What follows belongs to an exercise in optimizing a design on an open flow for small area, a short achievable clock period and few clock cycles; a production flow would make more cautious choices. Only simulation tests tie the RTL to the original design; equivalence was not proved. Power and IR drop assume default switching activity.

==> config.mk <==
export PLATFORM = sky130hd
export DESIGN_NAME = fb_raster
export DESIGN_NICKNAME = fb_raster
export VERILOG_FILES = /design/flow/design.v
export SDC_FILE = /design/flow/constraint.sdc
export NUM_CORES = 4
export LEC_CHECK = 0
export CAP_MARGIN = 20
export CORE_MARGIN = 2
export CORE_UTILIZATION = 40
export SLEW_MARGIN = 20
==> constraint.sdc <==
create_clock -name core_clock -period 14.0 [get_ports {clk}]
set_input_delay 2.8000 -clock core_clock [delete_from_list [all_inputs] [get_ports {clk}]]
set_output_delay 2.8000 -clock core_clock [all_outputs]
set_load 0.01 [all_outputs]
==> run.sh <==
#!/bin/bash
# synth_recipe.tcl (not shown) runs the flow's synth.tcl, then flattens the netlist and writes it again
# the make line also repeats each setting of config.mk as NAME=value (left out here)
make -C /OpenROAD-flow-scripts/flow DESIGN_CONFIG=/design/flow/config.mk WORK_HOME=/design/flow/orfs CLKGATE_MAP_FILE= SYNTH_SCRIPT=/design/flow/synth_recipe.tcl finish
==> design.v <==
module fb_span (
    input  wire       clk,
    input  wire       rst,
    input  wire       fb_ready,
    input  wire       push,
    input  wire [6:0] px,
    input  wire [5:0] pys,
    input  wire [5:0] pye,
    output wire       full,
    output wire       empty_next,
    output reg        fb_we,
    output reg  [9:0] fb_addr,
    output reg  [7:0] fb_wmask
);
    reg        cv;
    reg [18:0] c;
    reg        wmore;
    reg [6:0]  wx;
    reg [2:0]  wpage;
    reg [5:0]  wye;
    wire adv  = !fb_we || fb_ready;
    wire take = adv && !wmore;
    assign full       = cv && !take;
    assign empty_next = take && !cv && !push;
    wire [6:0] cx  = c[18:12];
    wire [5:0] cys = c[11:6];
    wire [5:0] cye = c[5:0];
    wire [2:0] pg    = wmore ? wpage : cys[5:3];
    wire [2:0] lo    = wmore ? 3'd0 : cys[2:0];
    wire [5:0] ye    = wmore ? wye : cye;
    wire       lastp = (pg == ye[5:3]);
    wire [2:0] hi    = lastp ? ye[2:0] : 3'd7;
    wire [7:0] mlo   = 8'hFF << lo;
    wire [7:0] mhi   = 8'hFF >> (3'd7 - hi);
    always @(posedge clk) begin
        if (!full) begin
            cv <= push;
            c  <= {px, pys, pye};
        end
        if (rst)
            cv <= 1'b0;
    end
    always @(posedge clk) begin
        if (adv) begin
            fb_we    <= wmore || cv;
            fb_addr  <= {pg, wmore ? wx : cx};
            fb_wmask <= mlo & mhi;
            wmore    <= (wmore || cv) && !lastp;
            wpage    <= pg + 3'd1;
            if (!wmore) begin
                wx  <= cx;
                wye <= cye;
            end
        end
        if (rst) begin
            fb_we <= 1'b0;
            wmore <= 1'b0;
        end
    end
endmodule
module fb_line (
    input  wire        clk,
    input  wire        rst,
    input  wire        start,
    input  wire        en,
    input  wire [15:0] xa,
    input  wire [15:0] ya,
    input  wire [15:0] xb,
    input  wire [15:0] yb,
    output wire        walking,
    output wire        vis,
    output wire [6:0]  ox,
    output wire [5:0]  oy,
    output wire        done
);
    localparam [2:0] L_IDLE = 3'd0, L_DIFF = 3'd1, L_ABS = 3'd2, L_CMP = 3'd3,
                     L_ORD = 3'd4, L_WALK = 3'd5;
    reg  [2:0]  st;
    reg  [16:0] k1, k2, t;
    reg  [15:0] cx, cy;
    reg         sgx, sgy, steep, swp_r, ydown, seen, lend;
    wire [16:0] exa = {xa[15], xa};
    wire [16:0] eya = {ya[15], ya};
    wire [16:0] exb = {xb[15], xb};
    wire [16:0] eyb = {yb[15], yb};
    wire [16:0] dxm = steep ? k2 : k1;
    wire [16:0] dym = steep ? k1 : k2;
    reg  [16:0] p1, q1, p2, q2;
    reg         s1;
    always @(*) begin
        p2 = {1'b0, dxm[16:1]};
        q2 = dym;
        case (st)
            L_DIFF:  begin p1 = exb;   q1 = exa; s1 = 1'b1; p2 = eyb;   q2 = eya; end
            L_ABS:   begin p1 = 17'd0; q1 = k1;  s1 = 1'b1; p2 = 17'd0; q2 = k2;  end
            L_CMP:   begin p1 = k1;    q1 = k2;  s1 = 1'b1; end
            L_ORD:   begin p1 = dxm;   q1 = dym; s1 = 1'b1; end
            default: begin p1 = t; q1 = t[16] ? k1 : k2; s1 = !t[16]; end
        endcase
    end
    wire [16:0] r1 = p1 + (q1 ^ {17{s1}}) + {16'd0, s1};
    wire [16:0] r2 = p2 - q2;
    wire        swp  = steep ? sgy : sgx;
    wire [15:0] smaj = steep ? (swp ? yb : ya) : (swp ? xb : xa);
    wire [15:0] smin = steep ? (swp ? xb : xa) : (swp ? yb : ya);
    wire [15:0] emaj = steep ? (swp_r ? ya : yb) : (swp_r ? xa : xb);
    wire [15:0] pxw = steep ? cy : cx;
    wire [15:0] pyw = steep ? cx : cy;
    assign vis  = (pxw[15:7] == 9'd0) && (pyw[15:6] == 10'd0);
    assign ox   = pxw[6:0];
    assign oy   = pyw[5:0];
    assign walking = (st == L_WALK);
    wire beyond = !cx[15] && (steep ? (cx[14:6] != 9'd0) : (cx[14:7] != 8'd0));
    assign done = walking && (lend || (!vis && (seen || beyond)));
    wire [15:0] cx1 = cx + 16'd1;
    always @(posedge clk) begin
        if (en) begin
            case (st)
                L_IDLE: if (start) st <= L_DIFF;
                L_DIFF: begin
                    k1 <= r1;
                    k2 <= r2;
                    st <= L_ABS;
                end
                L_ABS: begin
                    sgx <= k1[16];
                    sgy <= k2[16];
                    if (k1[16]) k1 <= r1;
                    if (k2[16]) k2 <= r2;
                    st  <= L_CMP;
                end
                L_CMP: begin
                    steep <= r1[16];      
                    st    <= L_ORD;
                end
                L_ORD: begin
                    swp_r <= swp;
                    ydown <= swp ^ (steep ? sgx : sgy);
                    cx    <= smaj;
                    cy    <= smin;
                    k1    <= r1;          
                    k2    <= dym;         
                    t     <= r2;          
                    lend  <= (dxm == 17'd0);
                    seen  <= 1'b0;
                    st    <= L_WALK;
                end
                L_WALK: begin
                    if (done) begin
                        st <= L_IDLE;
                    end else begin
                        seen <= seen | vis;
                        cx   <= cx1;
                        lend <= (cx1 == emaj);
                        t    <= r1;
                        if (t[16])
                            cy <= ydown ? cy - 16'd1 : cy + 16'd1;
                    end
                end
                default: st <= L_IDLE;
            endcase
        end
        if (rst)
            st <= L_IDLE;
    end
endmodule
module fb_midpoint (
    input  wire [7:0]         mx,
    input  wire [7:0]         my,
    input  wire signed [11:0] f,
    output wire [7:0]         nx,
    output wire [7:0]         ny,
    output wire signed [11:0] nf,
    output wire               nhn
);
    wire ydec = !f[11];
    assign nx = mx + 8'd1;
    assign ny = ydec ? my - 8'd1 : my;
    wire signed [11:0] ax = {3'd0, mx, 1'b0} + 12'sd3;
    wire signed [11:0] ay = ydec ? ({3'd0, my, 1'b0} - 12'sd2) : 12'sd0;
    assign nf  = f + ax - ay;
    wire [8:0] lhs = {1'b0, mx} + (ydec ? 9'd2 : 9'd1);
    assign nhn = (lhs < {1'b0, my});
endmodule
module fb_raster (
    input  wire        clk,
    input  wire        rst,
    input  wire        cmd_valid,
    output wire        cmd_ready,
    input  wire [7:0]  cmd_op,
    input  wire        cmd_color,
    input  wire [15:0] cmd_arg0,
    input  wire [15:0] cmd_arg1,
    input  wire [15:0] cmd_arg2,
    input  wire [15:0] cmd_arg3,
    input  wire [15:0] cmd_arg4,
    input  wire [15:0] cmd_arg5,
    output wire        fb_we,
    input  wire        fb_ready,
    output wire [9:0]  fb_addr,
    output wire [7:0]  fb_wdata,
    output wire [7:0]  fb_wmask
);
    localparam [3:0] C_NOP = 4'd0,  C_FILL = 4'd1,  C_PIX = 4'd2,   C_HL = 4'd3,
                     C_VL = 4'd4,   C_LINE = 4'd5,  C_CIRC = 4'd6,  C_CQ = 4'd7,
                     C_FC = 4'd8,   C_FCQ = 4'd9,   C_RECT = 4'd10, C_FRECT = 4'd11,
                     C_RRECT = 4'd12, C_FRRECT = 4'd13, C_TRI = 4'd14;
    localparam [1:0] P_SWEEP = 2'd0, P_ARC = 2'd1, P_HALF = 2'd2, P_LINE = 2'd3;
    function [3:0] decode;
        input [7:0] o;
        case (o)
            8'h01: decode = C_FILL;
            8'h02: decode = C_PIX;
            8'h04: decode = C_HL;
            8'h05: decode = C_VL;
            8'h10: decode = C_LINE;
            8'h20: decode = C_CIRC;
            8'h21: decode = C_CQ;
            8'h22: decode = C_FC;
            8'h23: decode = C_FCQ;
            8'h30: decode = C_RECT;
            8'h31: decode = C_FRECT;
            8'h32: decode = C_RRECT;
            8'h33: decode = C_FRRECT;
            8'h34: decode = C_TRI;
            default: decode = C_NOP;
        endcase
    endfunction
    function [11:0] sat16;
        input [15:0] v;
        if (v[15] && v[14:10] != 5'h1F)       sat16 = 12'hC00;
        else if (!v[15] && v[14:10] != 5'h00) sat16 = 12'h3FF;
        else                                  sat16 = v[11:0];
    endfunction
    reg        s_idle, s_prep, s_run, s_drain;
    reg [3:0]  opc;
    reg        color;
    reg [95:0] av;
    reg [7:0]  rr;
    reg [3:0]  msk;
    reg        wz, hz, w2r, h2r;
    reg [8:0]  hthr;      
    reg [3:0]  ph;        
    assign cmd_ready = s_idle;
    assign fb_wdata  = {8{color}};
    wire [15:0] a0 = av[15:0],  a1 = av[31:16], a2 = av[47:32];
    wire [15:0] a3 = av[63:48], a4 = av[79:64], a5 = av[95:80];
    wire [11:0] XS  = av[11:0],  YS  = av[23:12], XP  = av[35:24], YP  = av[47:36];
    wire [11:0] XQ  = av[59:48], YQ  = av[71:60], XWR = av[83:72], YHR = av[95:84];
    reg f_line, f_circ, f_fcq, f_frr;
    wire [3:0] dec_op  = decode(cmd_op);
    wire       in_line = (cmd_op == 8'h10) || (cmd_op == 8'h34);
    wire       in_circ = (cmd_op[7:2] == 6'b001000);
    wire       in_vl   = (cmd_op == 8'h05);
    wire [11:0] sx0 = sat16(a0);
    wire [11:0] sy0 = sat16(a1);
    wire [7:0]  r8  = rr;
    wire [7:0]  h8  = a3[7:0];
    wire [11:0] r12 = {4'd0, r8};
    wire [11:0] w12 = {4'd0, a2[7:0]};
    wire [11:0] h12 = {4'd0, h8};
    wire [11:0] xq_n  = sx0 + {{4{f_circ}}, a2[7:0]} + (f_circ ? 12'd1 : 12'hFFF);
    wire [11:0] yq_n  = sy0 + {{4{f_circ}}, a3[7:0]} + (f_circ ? 12'd1 : 12'hFFF);
    wire [8:0]  r2p1  = {r8, 1'b1};
    wire [11:0] xwr_n = sx0 + w12 + ~r12;
    wire [11:0] yhr_n = sy0 + h12 + ~r12;
    wire signed [16:0] yd17 = {a1[15], a1} + {a4[15], a4};
    wire [11:0] yd_sat = (yd17[16] && yd17[15:10] != 6'h3F) ? 12'hC00 :
                         (!yd17[16] && yd17[15:10] != 6'h00) ? 12'h3FF : yd17[11:0];
    wire [16:0] q_fcq = ~{a4[15], a4};
    wire [16:0] q_frr = {8'd0, r8, 1'b0} - {9'd0, h8};
    wire [16:0] q     = f_fcq ? q_fcq : f_frr ? q_frr : 17'h1FFFF;
    wire [15:0] qh    = q[16:1];
    wire [8:0]  hthr_n = q[16] ? 9'h1FF : (qh[14:8] != 7'd0) ? 9'h0FF : {1'b0, qh[7:0]};
    wire xs_lo = XS[11] || XS[10:7] == 4'd0;    
    wire xq_lo = XQ[11] || XQ[10:7] == 4'd0;
    wire xw_lo = XWR[11] || XWR[10:7] == 4'd0;
    wire ys_lo = YS[11] || YS[10:6] == 5'd0;    
    wire yq_lo = YQ[11] || YQ[10:6] == 5'd0;
    wire yh_lo = YHR[11] || YHR[10:6] == 5'd0;
    wire xs_hi = !XS[11], xp_hi = !XP[11], xq_hi = !XQ[11];    
    wire ys_hi = !YS[11], yp_hi = !YP[11], yq_hi = !YQ[11];
    wire cxp = xs_lo && xp_hi, cxn = xq_lo && xs_hi;
    wire cyp = ys_lo && yp_hi, cyn = yq_lo && ys_hi;
    wire [3:0] circ_q = {cxn && cyp, cxp && cyp, cxp && cyn, cxn && cyn};
    wire rl = xs_lo && xp_hi, rrt = xw_lo && xq_hi;
    wire rt = ys_lo && yp_hi, rb = yh_lo && yq_hi;
    reg        d_end;
    reg [1:0]  dk;
    reg [11:0] dxa, dxb, dya, dyb;   
    reg [1:0]  dcx, dcy;             
    reg        dcd;                  
    reg [3:0]  dm;                   
    reg        dxo, dyo;             
    always @(*) begin
        d_end = 1'b1;
        dk  = P_SWEEP;
        dxa = XS; dxb = XS; dya = YS; dyb = YS;
        dcx = 2'd0; dcy = 2'd0; dcd = 1'b0;
        dm  = 4'd0;
        dxo = 1'b0; dyo = 1'b0;
        case (opc)
            C_FILL:  if (ph == 4'd0) begin
                d_end = 1'b0; dxa = 12'd0; dxb = 12'd127; dya = 12'd0; dyb = 12'd63;
            end
            C_PIX:   if (ph == 4'd0) d_end = 1'b0;
            C_HL:    if (ph == 4'd0) begin d_end = 1'b0; dxb = XQ; dxo = wz; end
            C_VL:    if (ph == 4'd0) begin d_end = 1'b0; dyb = YQ; dyo = hz; end
            C_FRECT: if (ph == 4'd0) begin d_end = 1'b0; dxb = XQ; dyb = YQ; dxo = wz; dyo = hz; end
            C_LINE:  if (ph == 4'd0) begin d_end = 1'b0; dk = P_LINE; end
            C_TRI:   if (ph < 4'd3) begin d_end = 1'b0; dk = P_LINE; end
            C_RECT: case (ph)
                4'd0: begin d_end = 1'b0; dxb = XQ; dxo = wz; end
                4'd1: begin d_end = 1'b0; dxb = XQ; dya = YQ; dyb = YQ; dxo = wz; end
                4'd2: begin d_end = 1'b0; dyb = YQ; dyo = hz; end
                4'd3: begin d_end = 1'b0; dxa = XQ; dxb = XQ; dyb = YQ; dyo = hz; end
                default: ;
            endcase
            C_CIRC: case (ph)
                4'd0: begin d_end = 1'b0; dya = YP; dyb = YP; end
                4'd1: begin d_end = 1'b0; dya = YQ; dyb = YQ; end
                4'd2: begin d_end = 1'b0; dxa = XP; dxb = XP; end
                4'd3: begin d_end = 1'b0; dxa = XQ; dxb = XQ; end
                4'd4: begin d_end = 1'b0; dk = P_ARC; dm = circ_q; end
                default: ;
            endcase
            C_CQ:  if (ph == 4'd0) begin d_end = 1'b0; dk = P_ARC; dm = msk & circ_q; end
            C_FC:  case (ph)
                4'd0: begin d_end = 1'b0; dya = YQ; dyb = YP; end
                4'd1: begin d_end = 1'b0; dk = P_HALF; dm = {2'b00, cxn, cxp}; end
                default: ;
            endcase
            C_FCQ: if (ph == 4'd0) begin
                d_end = 1'b0; dk = P_HALF; dm = {2'b00, msk[1] & cxn, msk[0] & cxp}; dcd = 1'b1;
            end
            C_RRECT: case (ph)
                4'd0: begin d_end = 1'b0; dxa = XP; dxb = XWR; dxo = w2r; end
                4'd1: begin d_end = 1'b0; dxa = XP; dxb = XWR; dya = YQ; dyb = YQ; dxo = w2r; end
                4'd2: begin d_end = 1'b0; dya = YP; dyb = YHR; dyo = h2r; end
                4'd3: begin d_end = 1'b0; dxa = XQ; dxb = XQ; dya = YP; dyb = YHR; dyo = h2r; end
                4'd4: begin d_end = 1'b0; dk = P_ARC; dcx = 2'd1; dcy = 2'd1; dm = {3'b000, rl && rt}; end
                4'd5: begin d_end = 1'b0; dk = P_ARC; dcx = 2'd2; dcy = 2'd1; dm = {2'b00, rrt && rt, 1'b0}; end
                4'd6: begin d_end = 1'b0; dk = P_ARC; dcx = 2'd2; dcy = 2'd2; dm = {1'b0, rrt && rb, 2'b00}; end
                4'd7: begin d_end = 1'b0; dk = P_ARC; dcx = 2'd1; dcy = 2'd2; dm = {rl && rb, 3'b000}; end
                default: ;
            endcase
            C_FRRECT: case (ph)
                4'd0: begin d_end = 1'b0; dxa = XP; dxb = XWR; dyb = YQ; dxo = w2r; dyo = hz; end
                4'd1: begin d_end = 1'b0; dk = P_HALF; dcx = 2'd2; dcy = 2'd1; dcd = 1'b1; dm = {3'b000, rrt}; end
                4'd2: begin d_end = 1'b0; dk = P_HALF; dcx = 2'd1; dcy = 2'd1; dcd = 1'b1; dm = {2'b00, rl, 1'b0}; end
                default: ;
            endcase
            default: ;
        endcase
    end
    wire d_sw_empty = (!dxa[11] && dxa[10:7] != 4'd0) || dxb[11] || dxo
                   || (!dya[11] && dya[10:6] != 5'd0) || dyb[11] || dyo;
    wire [6:0] d_xa = dxa[11] ? 7'd0 : dxa[6:0];
    wire [6:0] d_xb = (dxb[10:7] != 4'd0) ? 7'd127 : dxb[6:0];
    wire [5:0] d_ya = dya[11] ? 6'd0 : dya[5:0];
    wire [5:0] d_yb = (dyb[10:6] != 5'd0) ? 6'd63 : dyb[5:0];
    wire d_mp_empty = (rr == 8'd0) || (dm == 4'd0);
    reg        act;        
    reg [1:0]  pk;
    reg [6:0]  sx, sxe;
    reg [5:0]  sys, sye;
    wire       sw_last = (sx == sxe);
    reg [1:0]  csx, csy;
    reg        csd;
    reg [3:0]  pm;
    reg [7:0]  mx, my;
    reg signed [11:0] mf;
    reg        hn;         
    reg [2:0]  slot;       
    wire [7:0] nx, ny;
    wire signed [11:0] nf;
    wire       nhn;
    fb_midpoint u_mp (.mx(mx), .my(my), .f(mf), .nx(nx), .ny(ny), .nf(nf), .nhn(nhn));
    wire       is_half = (pk == P_HALF);
    reg  [7:0] rem;        
    wire [7:0] e_arc   = {pm[0], pm[0], pm[3], pm[3], pm[1], pm[1], pm[2], pm[2]};
    wire       dd_n    = !nhn || !nf[11];
    wire [7:0] e_next  = is_half ? {2'b00, pm[1] & dd_n, pm[1], 2'b00, pm[0] & dd_n, pm[0]} : e_arc;
    wire       more_slots = (rem != 8'd0);
    wire [7:0] a_low   = rem & (~rem + 8'd1);
    wire [2:0] slot_nx = {|a_low[7:4], |(a_low[3:2] | a_low[7:6]), |(a_low[1] | a_low[3] | a_low[5] | a_low[7])};
    wire       dd_0    = (rr <= 8'd4);
    wire [7:0] d_e     = (dk == P_HALF) ? {2'b00, dm[1] & dd_0, dm[1], 2'b00, dm[0] & dd_0, dm[0]}
                                        : {dm[0], dm[0], dm[3], dm[3], dm[1], dm[1], dm[2], dm[2]};
    wire [7:0] d_low   = d_e & (~d_e + 8'd1);
    wire [2:0] d_slot  = {|d_low[7:4], |(d_low[3:2] | d_low[7:6]), |(d_low[1] | d_low[3] | d_low[5] | d_low[7])};
    wire [7:0] f_e     = is_half ? {3'b000, pm[1], 3'b000, pm[0]} : e_arc;
    wire [7:0] f_low   = f_e & (~f_e + 8'd1);
    wire [2:0] f_slot  = {|f_low[7:4], |(f_low[3:2] | f_low[7:6]), |(f_low[1] | f_low[3] | f_low[5] | f_low[7])};
    reg [11:0] ccx, ccy;
    always @(*) begin
        case (csx)
            2'd1:    ccx = XP;
            2'd2:    ccx = XWR;
            default: ccx = XS;
        endcase
        case (csy)
            2'd1:    ccy = YP;
            2'd2:    ccy = YHR;
            default: ccy = YS;
        endcase
    end
    wire [11:0] cyd = csd ? YHR : YS;
    wire [7:0]  o1  = slot[0] ? my : mx;
    wire [7:0]  o2  = slot[0] ? mx : my;
    wire [11:0] m_x  = slot[2] ? ccx - {4'd0, o1} : ccx + {4'd0, o1};
    wire [11:0] m_ya = (slot[1] || is_half) ? ccy - {4'd0, o2} : ccy + {4'd0, o2};
    wire [11:0] m_yb = cyd + {4'd0, o2};
    wire        m_ne = hthr[8] || (o2 > hthr[7:0]);
    wire        m_vis = !m_x[11] && (m_x[10:7] == 4'd0) && (m_ya[11] || m_ya[10:6] == 5'd0) &&
                        (is_half ? (!m_yb[11] && m_ne) : !m_ya[11]);
    wire [5:0]  m_ys = m_ya[11] ? 6'd0 : m_ya[5:0];
    wire [5:0]  m_ye = is_half ? ((m_yb[10:6] != 5'd0) ? 6'd63 : m_yb[5:0]) : m_ya[5:0];
    wire        m_last = !more_slots && !hn;
    reg        lstart;
    wire       l_walk, l_vis, l_done;
    wire [6:0] l_ox;
    wire [5:0] l_oy;
    wire       g_en;
    fb_line u_line (
        .clk(clk), .rst(rst), .start(lstart), .en(g_en),
        .xa(a0), .ya(a1), .xb(a2), .yb(a3),
        .walking(l_walk), .vis(l_vis), .ox(l_ox), .oy(l_oy), .done(l_done)
    );
    reg        emit, e_vis, pdone;
    reg [6:0]  e_x;
    reg [5:0]  e_ys, e_ye;
    always @(*) begin
        emit  = 1'b0;
        e_vis = 1'b0;
        pdone = 1'b0;
        e_x   = sx;
        e_ys  = sys;
        e_ye  = sye;
        if (act) begin
            case (pk)
                P_SWEEP: begin
                    emit = 1'b1; e_vis = 1'b1; pdone = sw_last;
                end
                P_ARC, P_HALF: begin
                    emit = 1'b1; e_vis = m_vis; pdone = m_last;
                    e_x = m_x[6:0]; e_ys = m_ys; e_ye = m_ye;
                end
                default: begin
                    emit = l_walk; e_vis = l_vis; pdone = l_done;
                    e_x = l_ox; e_ys = l_oy; e_ye = l_oy;
                end
            endcase
        end
    end
    wire q_full, w_empty_next;
    assign g_en = !emit || !q_full;
    fb_span u_span (
        .clk(clk), .rst(rst), .fb_ready(fb_ready),
        .push(emit && e_vis && !q_full), .px(e_x), .pys(e_ys), .pye(e_ye),
        .full(q_full), .empty_next(w_empty_next),
        .fb_we(fb_we), .fb_addr(fb_addr), .fb_wmask(fb_wmask)
    );
    always @(posedge clk) begin
        if (s_idle || s_drain) begin
            opc    <= dec_op;
            f_line <= in_line;
            f_circ <= in_circ;
            f_fcq  <= (dec_op == C_FCQ);
            f_frr  <= (dec_op == C_FRRECT);
            av     <= {cmd_arg5, cmd_arg4,
                       in_circ ? ~cmd_arg2 : in_vl ? cmd_arg2 : cmd_arg3,
                       in_circ ? ~cmd_arg2 : cmd_arg2, cmd_arg1, cmd_arg0};
            rr     <= in_circ ? cmd_arg2[7:0] : cmd_arg4[7:0];
            msk    <= cmd_arg3[3:0];
        end
        if (s_idle) begin
            color <= cmd_color;
            ph    <= 4'd0;
            if (cmd_valid) begin
                s_idle <= 1'b0;
                s_prep <= !in_line;
                s_run  <= in_line;
            end
        end
        if (s_prep) begin
            s_prep <= 1'b0;
            s_run  <= 1'b1;
            wz     <= (w12[7:0] == 8'd0);
            hz     <= (h8 == 8'd0);
            w2r    <= ({1'b0, w12[7:0]} < r2p1);
            h2r    <= ({1'b0, h8} < r2p1);
            hthr   <= hthr_n;
            av <= {f_fcq ? yd_sat : yhr_n, xwr_n, yq_n, xq_n,
                   sy0 + r12, sx0 + r12, sy0, sx0};
        end
        lstart <= 1'b0;
        if (s_run && g_en) begin
            if (!act || pdone) begin
                ph <= ph + 4'd1;
                pk <= dk;
                if (d_end) begin
                    act     <= 1'b0;
                    s_run   <= 1'b0;
                    s_drain <= 1'b1;
                end else begin
                    case (dk)
                        P_SWEEP: act <= !d_sw_empty;
                        P_LINE:  act <= 1'b1;
                        default: act <= !d_mp_empty;
                    endcase
                end
                lstart <= (dk == P_LINE) && !d_end;
                if (dk == P_LINE && ph != 4'd0)
                    av <= {av[31:0], av[95:32]};
                sx     <= d_xa;
                sxe    <= d_xb;
                sys    <= d_ya;
                sye    <= d_yb;
                csx    <= dcx;
                csy    <= dcy;
                csd    <= dcd;
                pm     <= dm;
                slot   <= d_slot;
                rem    <= d_e & ~d_low;
                mx     <= 8'd1;
                my     <= (rr == 8'd1) ? 8'd0 : rr;
                mf     <= (rr == 8'd1) ? 12'sd3 : (12'sd4 - {4'd0, rr});
                hn     <= (rr > 8'd1);
            end else begin
                case (pk)
                    P_SWEEP: sx <= sx + 7'd1;
                    P_ARC, P_HALF: begin
                        if (more_slots) begin
                            slot <= slot_nx;
                            rem  <= rem & ~a_low;
                        end else begin
                            slot <= f_slot;
                            rem  <= e_next & ~f_low;
                            mx   <= nx;
                            my   <= ny;
                            mf   <= nf;
                            hn   <= nhn;
                        end
                    end
                    default: ;
                endcase
            end
        end
        if (s_drain && w_empty_next) begin
            s_drain <= 1'b0;
            s_idle  <= 1'b1;
        end
        if (rst) begin
            s_idle  <= 1'b1;
            s_prep  <= 1'b0;
            s_run   <= 1'b0;
            s_drain <= 1'b0;
            act     <= 1'b0;
            lstart  <= 1'b0;
        end
    end
endmodule
==> results of run 1 <==
[worst min path at each step]
stage | startpoint | end
floorplan | u_span.c[12]$_DFFE_PN_ | u_span.wx[0]$_DFFE_PP_
global placement | u_span.c[15]$_DFFE_PN_ | u_span.wx[3]$_DFFE_PP_
detailed placement | u_span.c[15]$_DFFE_PN_ | u_span.wx[3]$_DFFE_PP_
CTS | u_span.c[15]$_DFFE_PN_ | u_span.wx[3]$_DFFE_PP_
global route | u_span.c[14]$_DFFE_PN_ | u_span.wx[2]$_DFFE_PP_
finish | u_span.c[15]$_DFFE_PN_ | u_span.wx[3]$_DFFE_PP_
[synthesized netlist by cell type, types with 36 or more instances]
cell type and count:
sky130_fd_sc_hd__nand2_1 524, sky130_fd_sc_hd__a21oi_1 463, sky130_fd_sc_hd__nor2_1 392, sky130_fd_sc_hd__o21ai_0 369, sky130_fd_sc_hd__edfxtp_1 245, sky130_fd_sc_hd__inv_1 243
sky130_fd_sc_hd__ha_1 240, sky130_fd_sc_hd__clkbuf_1 219, sky130_fd_sc_hd__xnor2_1 153, sky130_fd_sc_hd__mux2i_1 141, sky130_fd_sc_hd__dfxtp_1 112, sky130_fd_sc_hd__nor3_1 85
sky130_fd_sc_hd__xor2_1 84, sky130_fd_sc_hd__nand3_1 64, sky130_fd_sc_hd__a211oi_1 60, sky130_fd_sc_hd__a21o_1 60, sky130_fd_sc_hd__a22oi_1 55, sky130_fd_sc_hd__nand2b_1 55
sky130_fd_sc_hd__fa_1 54, sky130_fd_sc_hd__buf_2 51, sky130_fd_sc_hd__nor2b_1 47, sky130_fd_sc_hd__o22ai_1 44, sky130_fd_sc_hd__a2111oi_0 36, sky130_fd_sc_hd__and2_1 36
[where the power goes]
group          leakage, uW  total, uW  internal [uW]  switching (uW)
combinational       0.0115       2930           1120            1810
clock             0.000749       1240            725             517
sequential         0.00323       1610           1300             302
[cells by family (layout without fill, tap and decap cells)]
| kind of cell | count (synthesis) | count (layout) | synth area share |
|---|---|---|---|
| AOI/OAI and AO/OA | 1399 | 1399 | 0.249 |
| xor gates and xnor gates | 238 | 238 | 0.0598 |
| adders and majority gates | 294 | 294 | 0.117 |
| buffers and inverters | 551 | 582 | 0.0623 |
| DFF | 357 | 357 | 0.274 |
| muxes | 190 | 190 | 0.0612 |
| other | 0 | 3 | 0 |
| and+or+nand+nor | 1369 | 1369 | 0.177 |
[cell type report]
class	count	area [sq um]
Antenna cell	3	7.51
Inverter	246	926
Sequential cell	357	9610
Multi-Input combinational cell	3490	23300
Clock buffer	61	1250
Timing Repair Buffer	250	2220
Clock inverter	25	287
Fill cell	8758	47700
Tap cell	1155	1450
[registers in the layout (all words and copies together) (netlist names), 6 cells and up]
signal,cells
mx,8
sys,6
rr,8
u_span.wx,6
u_span.wye,6
u_line.t,17
mf,12
u_line.k1,17
u_line.k2,17
sye,6
my,8
rem,7
u_span.c,19
sxe,7
sx,7
u_span.fb_wmask,8
hthr,9
av,96
u_line.cx,16
u_line.cy,16
[through the flow]
step	power, uW	util
floorplan	3390	-
global placement	4410	0.432
detailed placement	4430	0.432
CTS	5680	0.450
global route	6060	0.450
finish	5780	0.450
[metal layers]
| layer | GRT usage | vias up |
|---|---|---|
| met5 | 0 | - |
| met4 | 0.213 | 2 |
| met3 | 0.0714 | 499 |
| met2 | 0.459 | 2048 |
| met1 | 0.427 | 16500 |
| li1 | - | 15900 |
[worst reg2reg max path, cell delays in order (launching register included)]
cell and delay, ns:
sky130_fd_sc_hd__dfxtp_1 0.80, sky130_fd_sc_hd__buf_4 0.50, sky130_fd_sc_hd__nand2b_1 0.29, sky130_fd_sc_hd__nor2_4 0.15, sky130_fd_sc_hd__buf_4 0.54, sky130_fd_sc_hd__a21oi_1 0.19
sky130_fd_sc_hd__ha_1 0.36, sky130_fd_sc_hd__nor2b_1 0.13, sky130_fd_sc_hd__o21ai_0 0.13, sky130_fd_sc_hd__a21boi_0 0.31, sky130_fd_sc_hd__o211ai_1 0.21, sky130_fd_sc_hd__o21ai_0 0.44
sky130_fd_sc_hd__o221ai_1 0.31, sky130_fd_sc_hd__o21ai_0 0.54, sky130_fd_sc_hd__nor4_1 0.13, sky130_fd_sc_hd__o31ai_1 0.23, sky130_fd_sc_hd__a21bo_2 0.24
==> metrics.log, run 1 <==
INFO  metric final.hold.worst_slack = 0.419 ns
INFO  metric grt_util_all_layers = 0.319
INFO  metric r2r-start = u_line.st[0]$_SDFFE_PP0P_
INFO  metric wl_met1 = 59900 um
INFO  metric cell_count_along_the_critical_path = 11
INFO  metric post_drt_via_cell_ratio = 6.26
INFO  metric nNetsFinal = 4794
INFO  metric crit_path_max_fo = 110
INFO  metric synth.area.top_cells = sky130_fd_sc_hd__edfxtp_1, sky130_fd_sc_hd__ha_1, sky130_fd_sc_hd__a21oi_1, sky130_fd_sc_hd__dfxtp_1, sky130_fd_sc_hd__nand2_1
INFO  metric cts_resized = 0
INFO  metric worstPathArrival = 6.51 ns
INFO  metric grt_pass1_wl = ~210000 um
INFO  metric floorplan.initialDensity = 0.403
INFO  metric clock_latency = 0.61 ns
INFO  metric report.final.setup_viol = 0
INFO  metric critical_path.slowest_cell = sky130_fd_sc_hd__buf_4
INFO  metric wire_per_inst = 26.4 um
INFO  metric finalWorstSetupSlack = 7.93 ns
INFO  metric postSynthCellCount = 4398
INFO  metric global_route.overflow_total = 0
INFO  metric floorplan.die.width = 300 um
INFO  metric detail-route-antenna-nets = 0
INFO  metric synth_top_cell_area_share = 0.210
INFO  metric finalSetupTns = 0 ns
INFO  metric grt_setup_unrepaired = false
INFO  metric floorplan.core_area = between 80000 and 90000 sq um
INFO  metric timing.max_cap.violations = 0
INFO  metric dr.pass1.iters = 6
INFO  metric worst_clock_skew = slightly above 0.03 ns
INFO  metric detailroute.via_count = 35000
INFO  metric commonest_non_fill_non_tap_cell_in_the_layout = sky130_fd_sc_hd__nand2_1
INFO  metric powerDensity = roughly 150 nW/um^2
INFO  metric max_freq = between 150 and 200 MHz
INFO  metric postSynthNetCount = 4801
INFO  metric clk_path_buf_depth = 3
INFO  metric timing.final.hold_violations = 0
INFO  metric met3WireLength = 16000 um
INFO  metric total_half_perimeter_wirelength_after_legalization_and_detailed_placement = 107000 um
INFO  metric floorplan.io_pins = between 100 and 150
INFO  metric syn_to_final_growth = 11.6%
INFO  metric critical-path-top-cell-by-count = sky130_fd_sc_hd__buf_4
INFO  metric die_y = 300 um
INFO  metric cts_root_buf = sky130_fd_sc_hd__clkbuf_16
INFO  metric finish.cell_count_without_fillers = approximately 5600
INFO  metric postLayoutCellArea = 39000 sq um
INFO  metric drt_drc_violations_left = 0
INFO  metric grt_pass1_vias = 32500
INFO  metric setup.worst_path.end = av[72]$_DFF_P_
INFO  metric grt_start_max_net_pins = 111
INFO  metric crit_path_end_kind = flip-flop
INFO  metric gpl.final_weighted_congestion = 1.04
INFO  metric ctsHtreeMaxLevel = 2
INFO  metric cts_sinks = 357
INFO  metric placedCellCount = 5498
INFO  metric min-delay-path-class = reg2reg
INFO  metric timing.critical_path.slowest_cell_delay = 0.85 ns
INFO  metric ys_async_sr_fraction = 0
INFO  metric ff2ff_path_depth = 16
INFO  metric dp_slack = 7.44 ns
INFO  metric synth.lib_cells_used.distinct = approximately 110
INFO  metric avgSynthCellArea = 7.96 sq um
INFO  metric routed-wl-met2 = about 60000 um
INFO  metric antenna_violations_before_repair = 4
INFO  metric path_clk_slew = ~0.06 ns
INFO  metric detail_route.iter0.violations = 4007
INFO  metric cp_cell_sequence = clkdlybuf4s50_1 -> nor2b_1 -> o21ai_2 -> buf_4 -> a21oi_1 -> nand2_1 -> nand2_1 -> nor3_4 -> buf_4 -> buf_4 -> o21ai_0
INFO  metric synthesis.yosys.warnings = 3
INFO  metric std_cell_rows = roughly 110
INFO  metric synth_flop_cell = sky130_fd_sc_hd__edfxtp_1
INFO  metric crit_buf_inv = 4
INFO  metric outcome = complete, no violations
INFO  metric tritoncts.num_buffers = 46
INFO  metric tritoncts = yes
INFO  metric synth_largest_area_cell = sky130_fd_sc_hd__edfxtp_1
INFO  metric post-cts-setup-buffers = 0
INFO  metric shortest_clock_period_the_worst_path_allows_after_layout = 6.07 ns
INFO  metric route.final.wire_length = 147000 um
INFO  metric worstMarginPinSlew = 1.19 ns
INFO  metric layout-drive-gt1-share = 0.0673
INFO  metric maxSlewViolCount = 0
INFO  metric crit_type = in2reg
INFO  metric worst_slew_margin_relative_to_its_limit = 0.200
INFO  metric cpLargestDelayFamily = buffers and inverters
INFO  metric worst_setup_sp = fb_ready
INFO  metric worstSetupStartpointType = primary input
INFO  metric r2r_end = u_line.t[16]$_DFFE_PP_
INFO  metric synth.ff_latch_count = about 360
INFO  metric critPathRequiredTime = around 14 ns
INFO  metric p_leak = approximately 0.015 uW
INFO  metric io_buffer_count = 136
INFO  metric synth-seq-area-share = 0.274
INFO  metric timing.hold.worst_path_depth = 0
INFO  metric number_of_flops_mapped_to_enable_cells_by_yosys = 245
INFO  metric ctsHoldBuffers = 0
INFO  metric summed_instance_area_of_the_synthesized_netlist = 35000 sq um
INFO  metric mostFrequentLayoutCells = sky130_fd_sc_hd__nand2_1, sky130_fd_sc_hd__a21oi_1, sky130_fd_sc_hd__nor2_1, sky130_fd_sc_hd__o21ai_0, sky130_fd_sc_hd__edfxtp_1
INFO  metric peakVddDrop = 0.0873 mV
INFO  metric floorplan.die_area = 89900 sq um
INFO  metric routed.top_layer = met5
INFO  metric flop2flop_setup_slack = 8.26 ns
INFO  metric finalCritPeriodShare = 0.434
INFO  metric placed_cell_area = 37500 sq um
Testbench counts, summed over its fixed seeds: cycles 70,126.
==> run 2, diff against run 1 <==
--- a/design.v
+++ b/design.v
@@ -242,2 +242,3 @@
     reg [8:0]  hthr;      
+    reg [1:0]  pc;        
     reg [3:0]  ph;        
@@ -249,19 +250,17 @@
     wire [11:0] XQ  = av[59:48], YQ  = av[71:60], XWR = av[83:72], YHR = av[95:84];
-    reg f_line, f_circ, f_fcq, f_frr;
     wire [3:0] dec_op  = decode(cmd_op);
-    wire       in_line = (cmd_op == 8'h10) || (cmd_op == 8'h34);
-    wire       in_circ = (cmd_op[7:2] == 6'b001000);
-    wire       in_vl   = (cmd_op == 8'h05);
+    wire       in_prep = (dec_op != C_NOP) && (dec_op != C_FILL) && (dec_op != C_LINE) && (dec_op != C_TRI);
+    wire       f_circ  = (opc == C_CIRC) || (opc == C_CQ) || (opc == C_FC) || (opc == C_FCQ);
+    wire       f_fcq   = (opc == C_FCQ);
+    wire       f_frr   = (opc == C_FRRECT);
+    wire       f_vl    = (opc == C_VL);
+    wire [1:0] pc_last = (opc == C_PIX) ? 2'd0 :
+                         (opc == C_RRECT || opc == C_FRRECT) ? 2'd3 :
+                         f_circ ? 2'd2 : 2'd1;
     wire [11:0] sx0 = sat16(a0);
     wire [11:0] sy0 = sat16(a1);
-    wire [7:0]  r8  = rr;
-    wire [7:0]  h8  = a3[7:0];
-    wire [11:0] r12 = {4'd0, r8};
-    wire [11:0] w12 = {4'd0, a2[7:0]};
-    wire [11:0] h12 = {4'd0, h8};
-    wire [11:0] xq_n  = sx0 + {{4{f_circ}}, a2[7:0]} + (f_circ ? 12'd1 : 12'hFFF);
-    wire [11:0] yq_n  = sy0 + {{4{f_circ}}, a3[7:0]} + (f_circ ? 12'd1 : 12'hFFF);
+    wire [7:0]  r8  = f_circ ? a2[7:0] : a4[7:0];
+    wire [7:0]  w8  = a2[7:0];
+    wire [7:0]  h8  = f_vl ? a2[7:0] : a3[7:0];
     wire [8:0]  r2p1  = {r8, 1'b1};
-    wire [11:0] xwr_n = sx0 + w12 + ~r12;
-    wire [11:0] yhr_n = sy0 + h12 + ~r12;
     wire signed [16:0] yd17 = {a1[15], a1} + {a4[15], a4};
@@ -274,2 +273,12 @@
     wire [8:0]  hthr_n = q[16] ? 9'h1FF : (qh[14:8] != 7'd0) ? 9'h0FF : {1'b0, qh[7:0]};
+    wire [11:0] r12  = {4'd0, rr};
+    wire [11:0] wm1  = {4'd0, w8} - 12'd1;
+    wire [11:0] hm1  = {4'd0, h8} - 12'd1;
+    wire [11:0] xad_a = (pc == 2'd3) ? XQ : XS;
+    wire [11:0] yad_a = (pc == 2'd3) ? YQ : YS;
+    wire [11:0] xad_b = (pc == 2'd1) ? (f_circ ? ~r12 : wm1) : (pc == 2'd2) ? r12 : ~r12;
+    wire [11:0] yad_b = (pc == 2'd1) ? (f_circ ? ~r12 : hm1) : (pc == 2'd2) ? r12 : ~r12;
+    wire        ad_c  = (pc == 2'd1) ? f_circ : (pc == 2'd3);
+    wire [11:0] xad   = xad_a + xad_b + {11'd0, ad_c};
+    wire [11:0] yad   = yad_a + yad_b + {11'd0, ad_c};
     wire xs_lo = XS[11] || XS[10:7] == 4'd0;    
@@ -466,11 +475,3 @@
             opc    <= dec_op;
-            f_line <= in_line;
-            f_circ <= in_circ;
-            f_fcq  <= (dec_op == C_FCQ);
-            f_frr  <= (dec_op == C_FRRECT);
-            av     <= {cmd_arg5, cmd_arg4,
-                       in_circ ? ~cmd_arg2 : in_vl ? cmd_arg2 : cmd_arg3,
-                       in_circ ? ~cmd_arg2 : cmd_arg2, cmd_arg1, cmd_arg0};
-            rr     <= in_circ ? cmd_arg2[7:0] : cmd_arg4[7:0];
-            msk    <= cmd_arg3[3:0];
+            av     <= {cmd_arg5, cmd_arg4, cmd_arg3, cmd_arg2, cmd_arg1, cmd_arg0};
         end
@@ -479,6 +480,7 @@
             ph    <= 4'd0;
+            pc    <= 2'd0;
             if (cmd_valid) begin
                 s_idle <= 1'b0;
-                s_prep <= !in_line;
-                s_run  <= in_line;
+                s_prep <= in_prep;
+                s_run  <= !in_prep;
             end
@@ -486,11 +488,33 @@
         if (s_prep) begin
-            s_prep <= 1'b0;
-            s_run  <= 1'b1;
-            wz     <= (w12[7:0] == 8'd0);
-            hz     <= (h8 == 8'd0);
-            w2r    <= ({1'b0, w12[7:0]} < r2p1);
-            h2r    <= ({1'b0, h8} < r2p1);
-            hthr   <= hthr_n;
-            av <= {f_fcq ? yd_sat : yhr_n, xwr_n, yq_n, xq_n,
-                   sy0 + r12, sx0 + r12, sy0, sx0};
+            pc <= pc + 2'd1;
+            if (pc == pc_last) begin
+                s_prep <= 1'b0;
+                s_run  <= 1'b1;
+            end
+            case (pc)
+                2'd0: begin
+                    av[11:0]  <= sx0;
+                    av[23:12] <= sy0;
+                    if (f_fcq) av[95:84] <= yd_sat;
+                    rr   <= r8;
+                    msk  <= a3[3:0];
+                    wz   <= (w8 == 8'd0);
+                    hz   <= (h8 == 8'd0);
+                    w2r  <= ({1'b0, w8} < r2p1);
+                    h2r  <= ({1'b0, h8} < r2p1);
+                    hthr <= hthr_n;
+                end
+                2'd1: begin
+                    av[59:48] <= xad;
+                    av[71:60] <= yad;
+                end
+                2'd2: begin
+                    av[35:24] <= xad;
+                    av[47:36] <= yad;
+                end
+                default: begin
+                    av[83:72] <= xad;
+                    av[95:84] <= yad;
+                end
+            endcase
         end
==> run 2 against run 1 <==
  * Critical path type unchanged
  * Combinational power down 5%
  * Critical path depth up 1
  * Still clean on timing, DRC and antenna
  * Sequential power shrank 6%
  * Synthesized area shrank 6.0%
  * Hold slack better by 0.0011 ns
  * Total power is 4.1% lower
  * First-iteration DRC count up 20%
  * Flip-flop and latch count shrank 1
  * Sequential share of layout area grew 1.3 points
  * Via count decreased by 4.2%
  * Wire length is 4.1% lower
==> metrics.log, run 2 <==
INFO  metric timing.final.hold_violations = 0 (unchanged)
INFO  metric detail_route.iter0.violations = 4804 (+20%)
INFO  metric grt_pass1_wl = 206000 um (-4.0%)
INFO  metric avgSynthCellArea = 7.89 sq um (-0.90%)
INFO  metric fill_cells = 8176 (-6.6%)
INFO  metric shortest_clock_period_the_worst_path_allows_after_layout = 6.46 ns (+0.385 ns)
INFO  metric synth.ff_latch_count = 356 (-0.28%)
INFO  metric ff2ff_path_depth = 18 (+2)
INFO  metric cpLargestDelayFamily = simple AND/OR/NAND/NOR gates
INFO  metric p_leak = 0.0144 uW (-7.0%)
INFO  metric peakVddDrop = 0.0808 mV (-7.4%)
INFO  metric mostFrequentLayoutCells = sky130_fd_sc_hd__nand2_1, sky130_fd_sc_hd__a21oi_1, sky130_fd_sc_hd__o21ai_0, sky130_fd_sc_hd__nor2_1, sky130_fd_sc_hd__edfxtp_1
INFO  metric nNetsFinal = 4500 (-6.1%)
INFO  metric layout_top_registers = av: 96 flops, u_span.c: 19 flops
INFO  metric worst_slew_margin_relative_to_its_limit = 0.247 (+0.0471)
INFO  metric worst_clock_skew = 0.0403 ns (+0.00916 ns)
INFO  metric synth_most_common_cell = sky130_fd_sc_hd__nand2_1
INFO  metric synthesis.yosys.warnings = 3 (unchanged)
INFO  metric floorplan.die_area = 84500 sq um (-6.0%)
INFO  metric synth_largest_area_cell = sky130_fd_sc_hd__edfxtp_1
INFO  metric route.final.wire_length = 141000 um (-4.1%)
INFO  metric finalWorstSetupSlack = 7.54 ns (-0.385 ns)
INFO  metric drt_drc_violations_left = 0 (unchanged)
INFO  metric crit_path_end_kind = flip-flop
INFO  metric floorplan.initialDensity = 0.403 (-0.000973)
INFO  metric antenna_violations_before_repair = 5 (+1)
INFO  metric layout-drive-gt1-share = 0.0812 (+0.0139)
INFO  metric clock_latency = 0.62 ns (about the same)
INFO  metric crit_buf_inv = 3 (-1)
INFO  metric tritoncts.num_buffers = 45 (-2.2%)
INFO  metric r2r_end = u_line.k2[16]$_DFFE_PP_
INFO  metric max_freq = 155 MHz (-6.0%)
INFO  metric seq_power_share = 0.275 (-0.003)
INFO  metric worstPathArrival = 6.96 ns (+0.45 ns)
INFO  metric synth.lib_cells_used.distinct = 96 (-8.6%)
INFO  metric powerDensity = 150 nW/um^2 (+1.2%)
INFO  metric placed_cell_area = 35400 sq um (-5.5%)
INFO  metric fin_total_pwr = 5550 uW (-4.1%)
INFO  metric synth_top_cell_area_share = 0.223 (+0.0126)
INFO  metric finalSetupTns = 0 ns (unchanged)
INFO  metric ctsHoldBuffers = 0 (unchanged)
INFO  metric timing.critical_path.slowest_cell_delay = 0.61 ns (-0.24 ns)
INFO  metric cp_cell_sequence = clkdlybuf4s50_1 -> nor2b_1 -> nor2_1 -> nor2b_1 -> nand3_1 -> nand3_2 -> inv_2 -> nand3_2 -> buf_4 -> nand2b_1 -> nand2b_1 -> o41ai_1
INFO  metric clk_path_buf_depth = 3 (unchanged)
INFO  metric global_route.overflow_total = 0 (unchanged)
INFO  metric cts_sinks = 356 (-0.28%)
INFO  metric wire_per_inst = 26.7 um (+1.4%)
INFO  metric worstMarginPinSlew = 1.12 ns (-0.0706 ns)
INFO  metric ctsHtreeMaxLevel = 2 (unchanged)
INFO  metric postSynthCellCount = 4170 (-5.2%)
INFO  metric finalCritPeriodShare = 0.461 (+0.0275)
INFO  metric min-delay-path-class = reg2reg
INFO  metric post_drt_via_cell_ratio = 6.34 (+1.3%)
INFO  metric commonest_non_fill_non_tap_cell_in_the_layout = sky130_fd_sc_hd__nand2_1
INFO  metric hold_path_end = u_span.wx[0]$_DFFE_PP_
INFO  metric dp_slack = 7.04 ns (-0.398 ns)
INFO  metric worstSetupStartpointType = primary input
INFO  metric grt_start_max_net_pins = 124 (+12%)
INFO  metric synth.area.top_cells = sky130_fd_sc_hd__edfxtp_1, sky130_fd_sc_hd__ha_1, sky130_fd_sc_hd__nand2_1, sky130_fd_sc_hd__dfxtp_1, sky130_fd_sc_hd__a21oi_1
INFO  metric grt_setup_unrepaired = false
INFO  metric grt_pass1_vias = 31000 (-4.6%)
INFO  metric synth.cells.most_frequent = sky130_fd_sc_hd__nand2_1, sky130_fd_sc_hd__a21oi_1, sky130_fd_sc_hd__o21ai_0
INFO  metric path_clk_slew = 0.06 ns (about the same)
INFO  metric r2r-start = u_line.st[1]$_SDFFE_PP0P_
INFO  metric number_of_flops_mapped_to_enable_cells_by_yosys = 244 (-0.41%)
INFO  metric floorplan.die.width = 291 um (-3.0%)
INFO  metric postSynthNetCount = 4493 (-6.4%)
INFO  metric maxSlewViolCount = 0 (unchanged)
INFO  metric summed_instance_area_of_the_synthesized_netlist = 32900 sq um (-6.0%)
INFO  metric clock_power_frac = 0.222 (+0.007)
INFO  metric cts_root_buf = sky130_fd_sc_hd__clkbuf_16
INFO  metric io_buffer_count = 136 (unchanged)
INFO  metric timing.max_cap.violations = 0 (unchanged)
INFO  metric tritoncts = yes
INFO  metric cell_internal_pwr = 3020 uW (-4.0%)
INFO  metric report.final.setup_viol = 0 (unchanged)
INFO  metric holdCritStartpoint = u_span.c[12]$_DFFE_PN_
INFO  metric ys_async_sr_fraction = 0 (unchanged)
INFO  metric outcome = complete, no violations
INFO  metric floorplan.core_area = 81700 sq um (-5.8%)
INFO  metric floorplan.io_pins = 137 (unchanged)
INFO  metric largest_register = av
INFO  metric detailroute.via_count = 33500 (-4.2%)
INFO  metric power.switching = 2520 uW (-4.2%)
INFO  metric crit_path_max_fo = 73 (-34%)
INFO  metric postLayoutCellArea = 37000 sq um (-5.3%)
INFO  metric die_y = 291 um (-3.0%)
INFO  metric dr.pass1.iters = 9 (+3)
INFO  metric cts_resized = 0 (unchanged)
INFO  metric largest_register_ff_count = 96 (unchanged)
INFO  metric grt_util_all_layers = 0.324 (+0.00463)
INFO  metric std_cell_rows = 105 (-2.8%)
INFO  metric crit_type = in2reg
INFO  metric post-cts-setup-buffers = 0 (unchanged)
INFO  metric switching_part_of_the_total = 0.455 (-0.000727)
INFO  metric gpl.final_weighted_congestion = 1.05 (+0.87%)
INFO  metric timing.hold.worst_path_depth = 0 (unchanged)
INFO  metric synth-seq-area-share = 0.291 (+0.0167)
INFO  metric total_half_perimeter_wirelength_after_legalization_and_detailed_placement = 102000 um (-4.7%)
INFO  metric flop2flop_setup_slack = 8.20 ns (-0.06 ns)
INFO  metric detail-route-antenna-nets = 0 (unchanged)
INFO  metric combinational_cell_fraction_of_total_power = 0.504 (-0.003)
INFO  metric critPathRequiredTime = 14.50 ns (+0.07 ns)
INFO  metric synth_flop_cell = sky130_fd_sc_hd__edfxtp_1
INFO  metric syn_to_final_growth = 12.5%
INFO  metric critical_path.slowest_cell = sky130_fd_sc_hd__buf_4
[run 2: cell families after synthesis]
group	synth area share
and+or+nand+nor	0.186
AOI/OAI and AO/OA	0.258
buffers and inverters	0.0581
DFF	0.291
adders and majority gates	0.0864
xor gates and xnor gates	0.0541
muxes	0.0663
[run 2: per-stage QoR]
stage               hold slack (ns)   util  instances
finish                        0.420  0.453       5286
global placement              0.407  0.434       5199
floorplan                     0.400      -       4170
CTS                           0.422  0.452       5282
global route                  0.426  0.453       5283
detailed placement            0.414  0.434       5199
[run 2: worst max path at each step]
| stage | slack (ns) | to | from | cells past startpoint |
|---|---|---|---|---|
| 2_1_floorplan | 4.07 | u_line.cx[0]$_DFFE_PP_ | fb_ready | 6 |
| 3_3_place_gp | 7.13 | av[92]$_DFF_P_ | fb_ready | 11 |
| 3_5_place_dp | 7.04 | av[92]$_DFF_P_ | fb_ready | 11 |
| 4_1_cts | 7.65 | av[92]$_DFF_P_ | fb_ready | 11 |
| 5_1_grt | 7.29 | av[91]$_DFF_P_ | fb_ready | 12 |
| 6_report | 7.54 | av[91]$_DFF_P_ | fb_ready | 12 |
[run 2: layout make-up]
cell class | instances | area, sq um | area share
repair buffers | 266 | 2360 | 0.0637
clock inverters | 10 | 160 | 0.00433
inverters | 180 | 676 | 0.0183
well taps | 1070 | 1340 | 0.0362
clock buffers | 73 | 1350 | 0.0366
diodes | 3 | 7.51 | 0.000203
flip-flops and latches | 356 | 9570 | 0.259
multi-input cells | 3328 | 21500 | 0.582
[run 2: power by group through the flow]
stage	combinational [uW]	clock, uW	sequential, uW
finish	2790	1230	1520
global route	2960	1280	1530
CTS	2690	1240	1510
detailed placement	2670	0	1530
global placement	2670	0	1530
floorplan	1720	0	1430
[run 2: worst register-to-register path, stage by stage, from the launching register on]
cell                       delay [ns]
sky130_fd_sc_hd__dfxtp_2         0.67
sky130_fd_sc_hd__buf_4           0.44
sky130_fd_sc_hd__nand2_1         0.28
sky130_fd_sc_hd__nand2b_1        0.62
sky130_fd_sc_hd__nor2_1          0.43
sky130_fd_sc_hd__a222oi_1        0.36
sky130_fd_sc_hd__inv_1           0.08
sky130_fd_sc_hd__ha_1            0.24
sky130_fd_sc_hd__fa_1            0.47
sky130_fd_sc_hd__nor2b_1         0.13
sky130_fd_sc_hd__o21a_1          0.15
sky130_fd_sc_hd__o21ai_0         0.14
sky130_fd_sc_hd__a311oi_1        0.43
sky130_fd_sc_hd__nor2_1          0.12
sky130_fd_sc_hd__a21oi_1         0.26
sky130_fd_sc_hd__a41oi_1         0.20
sky130_fd_sc_hd__a21oi_1         0.23
sky130_fd_sc_hd__xnor2_1         0.17
sky130_fd_sc_hd__o21ai_0         0.12
[run 2: routing by layer]
layer  share of wire  wire length (um)  GRT usage
met1            0.40             56700      0.429
met2            0.41             57400      0.469
met4           0.077             10900      0.208
met5        0.000092                13          0
met3            0.12             16400     0.0801
Testbench counts of run 2, summed over its fixed seeds: cycles 71,294.

## port drivers added, routing unchanged
In the flow no input, the clock included, has a driving cell. The finished layouts below were timed again as built, in two steps. Step 1: set_driving_cell puts a clkbuf_16 on clk and a buf_2 on each other input, an assumption about the parent block. Step 2 moves the port delays by t, midway between the first and last clock arrival at a register: inputs arrive t later, outputs are due t later. That takes back most of the time a late clock gives input paths. a / b / c = ideal ports / drivers / drivers and shift; a / b = the first two.
| run | t, ns | setup slack, ns | latest minus earliest clock arrival (ns) | worst register clock-pin slew, ns |
|---|---|---|---|---|
| run 1 | 0.662 | 7.925 / 7.961 / 7.299 | 0.032 / 0.032 | 0.07 / 0.07 |
| run 2 | 0.665 | 7.540 / 7.580 / 6.914 | 0.041 / 0.041 | 0.07 / 0.07 |
After both steps every run listed still meets setup and hold.
